Source: an optimization exercise on an open RTL-to-GDS flow (aim: a short achievable clock period and few clock cycles). Production flows keep margins and buffers that such runs may drop.
Only simulation tests tie the RTL to the original design; equivalence was not proved.

==> trial 10: inputs <==
Design aqa32_core, start of the top module:
module aqa32_core (
    input  wire        clk,
    input  wire        rst,           
    output wire        mem_req,
    output wire        mem_we,
    output wire [7:0]  mem_addr,
    output wire [31:0] mem_wdata,
    input  wire        mem_ready,
    input  wire [31:0] mem_rdata,
    output wire        out_valid,
    output wire        out_chr,       
    output wire [31:0] out_value,
    input  wire        inp_avail,
    output wire        inp_take,
    output reg         halted,
    output reg         fault,
    output reg  [2:0]  fault_code,
    output reg  [31:0] fault_pc
);
    localparam [4:0] OP_LDR = 5'd0,  OP_STR = 5'd1,  OP_ADD = 5'd2,  OP_SUB = 5'd3,
                     OP_MOV = 5'd4,  OP_CMP = 5'd5,  OP_B   = 5'd6,  OP_BEQ = 5'd7,
                     OP_BNE = 5'd8,  OP_BGT = 5'd9,  OP_BLT = 5'd10, OP_AND = 5'd11,
                     OP_ORR = 5'd12, OP_EOR = 5'd13, OP_MVN = 5'd14, OP_LSL = 5'd15,
                     OP_LSR = 5'd16, OP_HALT = 5'd17, OP_INP = 5'd18, OP_OUT = 5'd19;
    localparam [2:0] F_RANGE  = 3'd2, F_OPCODE = 3'd3, F_MODE = 3'd4,
                     F_DEVICE = 3'd5, F_CHAR   = 3'd6;
    integer i;
    reg         stopped;
    reg         rk;           
    reg  [31:0] rpc;          
    reg         wait_e;       
    reg         wait_l;       
    reg         dv;           
    reg  [31:0] dpc;
    reg         dsrc;         
    reg  [31:0] ibuf;
    reg         lwb;          
    reg  [3:0]  lwb_rd;
    reg  [7:0]  lwb_addr;
    reg         avail_ok;     
    reg  [31:0] rf  [0:12];
    reg  [3:0]  rfl [0:12];   
    reg         ic_v   [0:31];
    reg  [2:0]  ic_tag [0:31];
    reg  [31:0] ic_d   [0:31];
    reg         x_v;
    reg  [31:0] x_pc;
    reg         x_port;       
    reg         x_ldr, x_str, x_jr, x_out, x_inp, x_cmp, x_wrf;
    reg  [3:0]  x_rd;
    reg  [31:0] x_a, x_b, x_c;
    reg  [3:0]  x_bfl;
    reg         x_agt;
    reg  [8:0]  x_sel;        
    reg         x_shz;
    reg         fl_eq, fl_lt;
    function [3:0] vflags(input [31:0] v);
        vflags = {|v[31:8], v == 32'd1, v == 32'd2, v > 32'h0010FFFF};
    endfunction
    wire [31:0] x_add = x_a + x_b;
  ...
export LEC_CHECK = 0
export ABC_CLOCK_PERIOD_IN_PS = 5000
export CAP_MARGIN = 20
export CORE_MARGIN = 2
export CORE_UTILIZATION = 40
export PLACE_DENSITY = 0.6
export SLEW_MARGIN = 20
create_clock -name core_clock -period 12.0 [get_ports {clk}]
standard.sh (not shown) runs the stock make flow with config.mk's settings and CLKGATE_MAP_FILE= SYNTH_SCRIPT=/design/flow/synth_recipe.tcl, a recipe that flattens the netlist after the stock synthesis.
==> flow/flow/run.sh <==
#!/bin/bash
set -euo pipefail
bash standard.sh SETUP_SLACK_MARGIN=7 finish > standard.log 2>&1
==> build 69 (differences from trial 10) <==
--- a/flow/design.v
+++ b/flow/design.v
@@ -28,105 +28,107 @@
     reg         stopped;
     reg         rk;           
     reg  [31:0] rpc;          
     reg         wait_e;       
     reg         wait_l;       
     reg         dv;           
-    reg  [31:0] dpc;
     reg         dsrc;         
     reg  [31:0] ibuf;
+    reg  [31:0] fpc;          
+    reg  [31:0] ipc;          
+    wire [31:0] dpc = dsrc ? ipc : fpc;
     reg         lwb;          
     reg  [3:0]  lwb_rd;
     reg  [7:0]  lwb_addr;
     reg         avail_ok;     
     reg  [31:0] rf  [0:12];
-    reg  [3:0]  rfl [0:12];   
+    reg  [2:0]  rfl [0:12];   
+    reg         jhit;         
     reg         ic_v   [0:31];
     reg  [2:0]  ic_tag [0:31];
     reg  [31:0] ic_d   [0:31];
     reg         x_v;
     reg  [31:0] x_pc;
     reg         x_port;       
     reg         x_ldr, x_str, x_jr, x_out, x_inp, x_cmp, x_wrf;
     reg  [3:0]  x_rd;
     reg  [31:0] x_a, x_b, x_c;
-    reg  [3:0]  x_bfl;
-    reg         x_agt;
-    reg  [8:0]  x_sel;        
-    reg         x_shz;
+    reg  [31:0] x_cw;         
+    reg  [9:0]  x_sel;        
+    reg         x_bhi;        
+    reg         x_b1, x_b2;   
+    reg         x_agt;        
     reg         fl_eq, fl_lt;
-    function [3:0] vflags(input [31:0] v);
-        vflags = {|v[31:8], v == 32'd1, v == 32'd2, v > 32'h0010FFFF};
-    endfunction
     wire [31:0] x_add = x_a + x_b;
     wire [31:0] x_sub = x_a - x_b;
+    wire        x_shz = |x_b[31:5];       
     wire [31:0] x_shl = x_a << x_b[4:0];
     wire [31:0] x_shr = x_a >> x_b[4:0];
+    function [2:0] vflags(input [31:0] v);
+        vflags = {|v[31:8], v == 32'd1, v == 32'd2};
+    endfunction
     wire [31:0] x_res =
         ({32{x_sel[0]}} & x_add) |
         ({32{x_sel[1]}} & x_sub) |
         ({32{x_sel[2]}} & (x_a & x_b)) |
         ({32{x_sel[3]}} & (x_a | x_b)) |
         ({32{x_sel[4]}} & (x_a ^ x_b)) |
         ({32{x_sel[5]}} & ~x_b) |
         ({32{x_sel[6] & ~x_shz}} & x_shl) |
         ({32{x_sel[7] & ~x_shz}} & x_shr) |
-        ({32{x_sel[8]}} & x_b);
-    wire [3:0]  x_rfl = vflags(x_res);
-    wire x_fdata  = (x_ldr || x_str) && x_bfl[3];
-    wire x_fdev   = x_out && !x_bfl[2] && !x_bfl[1];
-    wire x_fchr   = x_out && x_bfl[1] && x_agt;
+        ({32{x_sel[8]}} & x_b) |
+        ({32{x_sel[9]}} & x_cw);
+    wire x_fdata  = (x_ldr || x_str) && x_bhi;
+    wire x_fdev   = x_out && !x_b1 && !x_b2;
+    wire x_fchr   = x_out && x_b2 && x_agt;
     wire x_fault  = x_fdata || x_fdev || x_fchr;
     wire [2:0] x_code = x_fdata ? F_RANGE : x_fdev ? F_DEVICE : F_CHAR;
     wire x_stop   = x_v && x_fault;
     wire inp_ok   = avail_ok;
     wire x_hold   = x_v && !x_fault && ((x_port && (x_ldr || x_str) && !mem_ready) ||
                                         (x_inp && !inp_ok));
     wire x_done   = x_v && !x_fault && !x_hold;
     wire x_fwd    = x_v && x_wrf;
+    wire [2:0] x_rfl = vflags(x_res);
     wire c_eq = (x_v && x_cmp) ? (x_a == x_b) : fl_eq;
     wire c_lt = (x_v && x_cmp) ? (x_a <  x_b) : fl_lt;
     assign mem_req   = !stopped;
     assign mem_addr  = x_port ? x_b[7:0] : rpc[7:0];
-    assign mem_we    = x_port && x_v && x_str && !x_fault;
+    assign mem_we    = x_port && x_v && x_str && !x_bhi;
     assign mem_wdata = x_c;
-    assign out_valid = x_v && x_out && !x_fault;
-    assign out_chr   = x_bfl[1];
+    assign out_valid = x_v && x_out && (x_b1 || (x_b2 && !x_agt));
+    assign out_chr   = x_b2;
     assign out_value = x_a;
-    assign inp_take  = x_v && x_inp && !x_fault && inp_ok;
+    assign inp_take  = x_v && x_inp && inp_ok;      
     wire x_acc = x_port && mem_ready;    
     wire f_acc = !x_port && rk && mem_ready;   
     wire [31:0] w    = dsrc ? ibuf : mem_rdata;
     wire [4:0]  op   = w[31:27];
     wire [3:0]  rn   = w[26:23];
     wire [3:0]  rdf  = w[22:19];
     wire [2:0]  md   = w[18:16];
     wire [15:0] o2   = w[15:0];
     wire        imm  = md[0];
     wire [31:0] dpc1 = dpc + 32'd1;
-    wire [3:0]  pcfl = vflags(dpc1);
     function [31:0] rdval(input [3:0] idx);
         if (x_fwd && idx == x_rd) rdval = x_res;
         else if (idx == 4'd13) rdval = dpc1;
         else if (idx < 4'd13) rdval = rf[idx];
         else rdval = 32'd0;
     endfunction
-    function [3:0] rdfl(input [3:0] idx);
-        if (x_fwd && idx == x_rd) rdfl = x_rfl;
-        else if (idx == 4'd13) rdfl = pcfl;
-        else if (idx < 4'd13) rdfl = rfl[idx];
-        else rdfl = 4'd0;
-    endfunction
     wire [31:0] va   = rdval(rn);
     wire [31:0] vb   = rdval(o2[3:0]);
     wire [31:0] vc   = rdval(rdf);
-    wire [3:0]  afl  = rdfl(rn);
-    wire [3:0]  bfl  = rdfl(o2[3:0]);
-    wire [3:0]  ifl  = {|o2[15:8], o2 == 16'd1, o2 == 16'd2, 1'b0};
     wire [31:0] op2  = imm ? {16'd0, o2} : vb;
-    wire [3:0]  op2fl = imm ? ifl : bfl;
+    function [2:0] rdfl(input [3:0] idx);
+        if (x_fwd && idx == x_rd) rdfl = x_rfl;
+        else if (idx == 4'd13) rdfl = vflags(dpc1);
+        else if (idx < 4'd13) rdfl = rfl[idx];
+        else rdfl = 3'd0;
+    endfunction
+    wire [2:0]  bfl  = rdfl(o2[3:0]);
     wire is_ldr = (op == OP_LDR);
     wire is_str = (op == OP_STR);
     wire is_cmp = (op == OP_CMP);
     wire is_out = (op == OP_OUT);
     wire is_inp = (op == OP_INP);
     wire is_hlt = (op == OP_HALT);
@@ -170,47 +172,47 @@
     wire        hit_b = imm && ic_v[bx] && ic_tag[bx] == o2[7:5] && !(|o2[15:8]) &&
                         !(x_stc && x_b[4:0] == bx);
     wire [31:0] cw    = ic_d[bx];
     wire a_retry = ld_dep || st_dep;
     wire a_stop  = d_ff || is_hlt;
     wire a_ldc   = is_ldr && hit_b;                           
-    wire a_jpc   = is_alu && !is_mov && rdf == 4'd13;        
+    wire a_jpr   = op == OP_ADD && imm && rn == 4'd13 && rdf == 4'd13;   
+    wire a_jpc   = is_alu && !is_mov && rdf == 4'd13 && !a_jpr;   
     wire a_jr    = !imm && ((is_br && taken) || (is_mov && rdf == 4'd13));
     wire a_ji    = imm && ((is_br && taken) || (is_mov && rdf == 4'd13));
-    wire a_jc    = a_ldc && rdf == 4'd13;                     
+    wire a_ldpc  = is_ldr && rdf == 4'd13;                    
     wire a_xport = (is_ldr && !hit_b) || is_str || a_jr;
-    wire a_ldpc  = is_ldr && !hit_b && rdf == 4'd13;
+    wire f_good  = f_acc && !jhit;
     wire dgo = dv && !stopped && !x_stop && !x_hold;
     wire dex = dgo && !a_retry;                 
     reg         n_rk;
     reg  [31:0] n_rpc;
     reg         n_dv;
-    reg  [31:0] n_dpc;
     reg         n_dsrc;
     reg  [31:0] n_ibuf;
     reg         n_wait_e, n_wait_l;
+    reg         n_jhit;
     always @(*) begin
         n_rk     = rk;
         n_rpc    = rpc;
         n_dv     = 1'b0;
-        n_dpc    = dpc;
         n_dsrc   = 1'b0;
         n_ibuf   = a_ji ? cw : ic_d[sx];
         n_wait_e = wait_e;
         n_wait_l = wait_l;
+        n_jhit   = 1'b0;
         if (stopped || x_stop) begin
             n_rk = 1'b0;
         end else if (x_hold) begin
             n_rk  = 1'b1;
             n_rpc = x_pc + 32'd1;
         end else if (x_v && x_jr) begin
             n_rk = 1'b1;
             if (x_acc) begin
                 n_rpc = x_b + 32'd1;
                 n_dv  = 1'b1;
-                n_dpc = x_b;
             end else begin
                 n_rpc = x_b;
             end
         end else if (wait_e) begin
             if (x_v) begin
                 n_rk     = 1'b1;
@@ -229,60 +231,42 @@
             n_rpc = dpc;
         end else if (dgo && a_stop) begin
             n_rk = 1'b0;
         end else if (dgo && a_jpc) begin
             n_rk     = 1'b0;
             n_wait_e = 1'b1;
-        end else if (dgo && a_ldpc) begin
-            n_rk     = 1'b0;
-            n_wait_l = 1'b1;
         end else if (dgo && a_jr) begin
             n_rk = 1'b0;
-        end else if (dgo && (a_ji || a_jc)) begin
-            n_rk  = 1'b1;
-            n_rpc = a_jc ? cw : {16'd0, o2};
-            if (a_ji && hit_b) begin
-                n_rpc  = {16'd0, o2} + 32'd1;
-                n_dv   = 1'b1;
-                n_dsrc = 1'b1;
-                n_dpc  = {16'd0, o2};
-            end
-        end else if (dgo && a_xport) begin
-            n_rk  = 1'b1;
-            n_rpc = dpc1;
-            n_dv  = f_acc;
-            n_dpc = rpc;
+        end else if (dgo && (a_ji || a_jpr || a_ldpc)) begin
+            n_rk     = !a_ldpc || hit_b;
+            n_wait_l = a_ldpc && !hit_b;
+            n_rpc    = a_ji ? {16'd0, o2} : a_jpr ? dpc1 + {16'd0, o2} : cw;
+            n_dv     = a_ji && hit_b;
+            n_dsrc   = a_ji && hit_b;
+            n_jhit   = a_ji && hit_b;
         end else if (dgo) begin
-            n_rk = 1'b1;
-            if (f_acc) begin
-                n_rpc = rpc + 32'd1;
-                n_dv  = 1'b1;
-                n_dpc = rpc;
-            end else if (hit_s) begin
-                n_rpc  = dpc1 + 32'd1;
-                n_dv   = 1'b1;
-                n_dsrc = 1'b1;
-                n_dpc  = dpc1;
-            end else begin
-                n_rpc = dpc1;
-            end
+            n_rk   = 1'b1;
+            n_rpc  = (f_good || hit_s) ? dpc1 + 32'd1 : dpc1;
+            n_dv   = f_good || hit_s;
+            n_dsrc = !f_good && hit_s;
         end else if (f_acc) begin
             n_rpc = rpc + 32'd1;
             n_dv  = 1'b1;
-            n_dpc = rpc;
         end
     end
     always @(posedge clk) begin
         if (rst) begin
             stopped    <= 1'b0;
             rk         <= 1'b1;
             rpc        <= 32'd0;
             wait_e     <= 1'b0;
             wait_l     <= 1'b0;
+            jhit       <= 1'b0;
             dv         <= 1'b0;
-            dpc        <= 32'd0;
+            fpc        <= 32'd0;
+            ipc        <= 32'd0;
             dsrc       <= 1'b0;
             lwb        <= 1'b0;
             avail_ok   <= 1'b0;
             x_v        <= 1'b0;
             x_port     <= 1'b0;
             x_ldr      <= 1'b0;
@@ -297,26 +281,28 @@
             halted     <= 1'b0;
             fault      <= 1'b0;
             fault_code <= 3'd0;
             fault_pc   <= 32'd0;
             for (i = 0; i < 13; i = i + 1) begin
                 rf[i]  <= 32'd0;
-                rfl[i] <= 4'd0;
+                rfl[i] <= 3'd0;
             end
             for (i = 0; i < 32; i = i + 1) begin
                 ic_v[i]   <= 1'b0;
             end
         end else begin
             rk     <= n_rk;
             rpc    <= n_rpc;
             dv     <= n_dv;
-            dpc    <= n_dpc;
+            fpc    <= x_port ? x_b : rpc;
+            ipc    <= a_ji ? {16'd0, o2} : dpc1;
             dsrc   <= n_dsrc;
             ibuf   <= n_ibuf;
             wait_e <= n_wait_e;
             wait_l <= n_wait_l;
+            jhit   <= n_jhit;
             avail_ok <= inp_avail && !inp_take;
             lwb      <= x_v && x_ldr && x_acc && !x_fault;
             lwb_rd   <= x_rd;
             lwb_addr <= x_b[7:0];
             if (x_stop) begin
                 stopped <= 1'b1;
@@ -339,13 +325,13 @@
             end
             if (x_done && x_cmp) begin
                 fl_eq <= (x_a == x_b);
                 fl_lt <= (x_a <  x_b);
             end
             for (i = 0; i < 13; i = i + 1) begin
-                if (x_done && x_wrf && x_rd == i) begin
+                if (x_v && x_wrf && x_rd == i) begin
                     rf[i]  <= x_res;
                     rfl[i] <= x_rfl;
                 end else if (lwb && lwb_rd == i) begin
                     rf[i]  <= mem_rdata;
                     rfl[i] <= vflags(mem_rdata);
                 end
@@ -366,29 +352,31 @@
                 ic_d[x_b[4:0]]   <= x_c;
             end
             if (!x_hold) begin
                 x_v    <= dex && !a_stop;
                 x_port <= dex && !a_stop && a_xport;
             end
-            if (!x_hold && dex) begin
+            if (!x_hold) begin
                 x_pc    <= dpc;
                 x_ldr   <= is_ldr && !hit_b;
                 x_str   <= is_str;
                 x_jr    <= a_jr;
                 x_out   <= is_out;
                 x_inp   <= is_inp;
                 x_cmp   <= is_cmp;
                 x_wrf   <= (is_alu || a_ldc) && rdf != 4'd13;
                 x_rd    <= rdf;
                 x_a     <= va;
-                x_b     <= a_ldc ? cw : op2;
+                x_b     <= op2;
+                x_cw    <= cw;
+                x_bhi   <= imm ? |o2[15:8]    : bfl[2];
+                x_b1    <= imm ? o2 == 16'd1  : bfl[1];
+                x_b2    <= imm ? o2 == 16'd2  : bfl[0];
+                x_agt   <= va > 32'h0010FFFF;
                 x_c     <= vc;
-                x_bfl   <= op2fl;
-                x_agt   <= afl[0];
-                x_sel   <= {is_mov || a_ldc, op == OP_LSR, op == OP_LSL, op == OP_MVN,
+                x_sel   <= {is_ldr, is_mov, op == OP_LSR, op == OP_LSL, op == OP_MVN,
                             op == OP_EOR, op == OP_ORR, op == OP_AND,
                             op == OP_SUB, op == OP_ADD};
-                x_shz   <= |op2[31:5];
             end
         end
     end
 endmodule
==> flow/flow/run.sh (replaced) <==
#!/bin/bash
set -euo pipefail
bash standard.sh SETUP_SLACK_MARGIN=8 finish > standard.log 2>&1
ABC_CLOCK_PERIOD_IN_PS = 3000   (was 5000)
CORE_UTILIZATION = 50   (was 40)
PLACE_DENSITY = 0.65   (was 0.6)
==> comparison table <==
item                                                      trial 10                build 69
Run status                        no timing/DRC/antenna violations  stopped before the end
Last stage reached                                               -          global routing
Setup WS pre-CTS                                           2.95 ns                 4.30 ns
Synth top area share                                         31.1%                   30.9%
Count of different cell masters after synthesis                 99                     124
EDFF count, synth                                             1310                    1342
Post-Syn Instances                                           12200                   13700
Seq cells post-synth                                          1930                    1982
Number of rows in the core area                                206                     187
Effective utilization at floorplan                           40.1%                   50.3%
Buffer count from post-CTS setup fixing                        229                    1003
Final estimated routing congestion in global placement        1.05                    1.07
Part of the Yosys area used for sequential elements          41.0%                   40.7%
Placement Cell Area                                     133000 µm²              137000 µm²
Testbench counts of trial 10, summed over its fixed seeds: cycles 39,572.
Testbench counts of build 69, summed over its fixed seeds: cycles 39,335.

-- separate check: timing with driven ports --
How much do the figures lean on ideal ports? The routed layout below was timed once more, with nothing changed but the port constraints.
Step 1, drivers: a clkbuf_16 drives clk and a buf_2 each remaining input, both assumed.
Step 2 moves the port delays by t, midway between the first and last clock arrival at a register: inputs arrive t later, outputs are due t later. That takes back most of the time a late clock gives input paths.
Three values: no drivers, after step 1, after step 2; two values: the first two.
run: trial 10
t (ns): 1.034
slack for setup (ns): 5.888 / 5.927 / 4.892
cell pins on the clock port's net: 1
After both steps setup and hold are still met in trial 10. For trial 10, drivers alone change the setup slack by +0.039 ns; drivers and shift together by -0.996 ns.
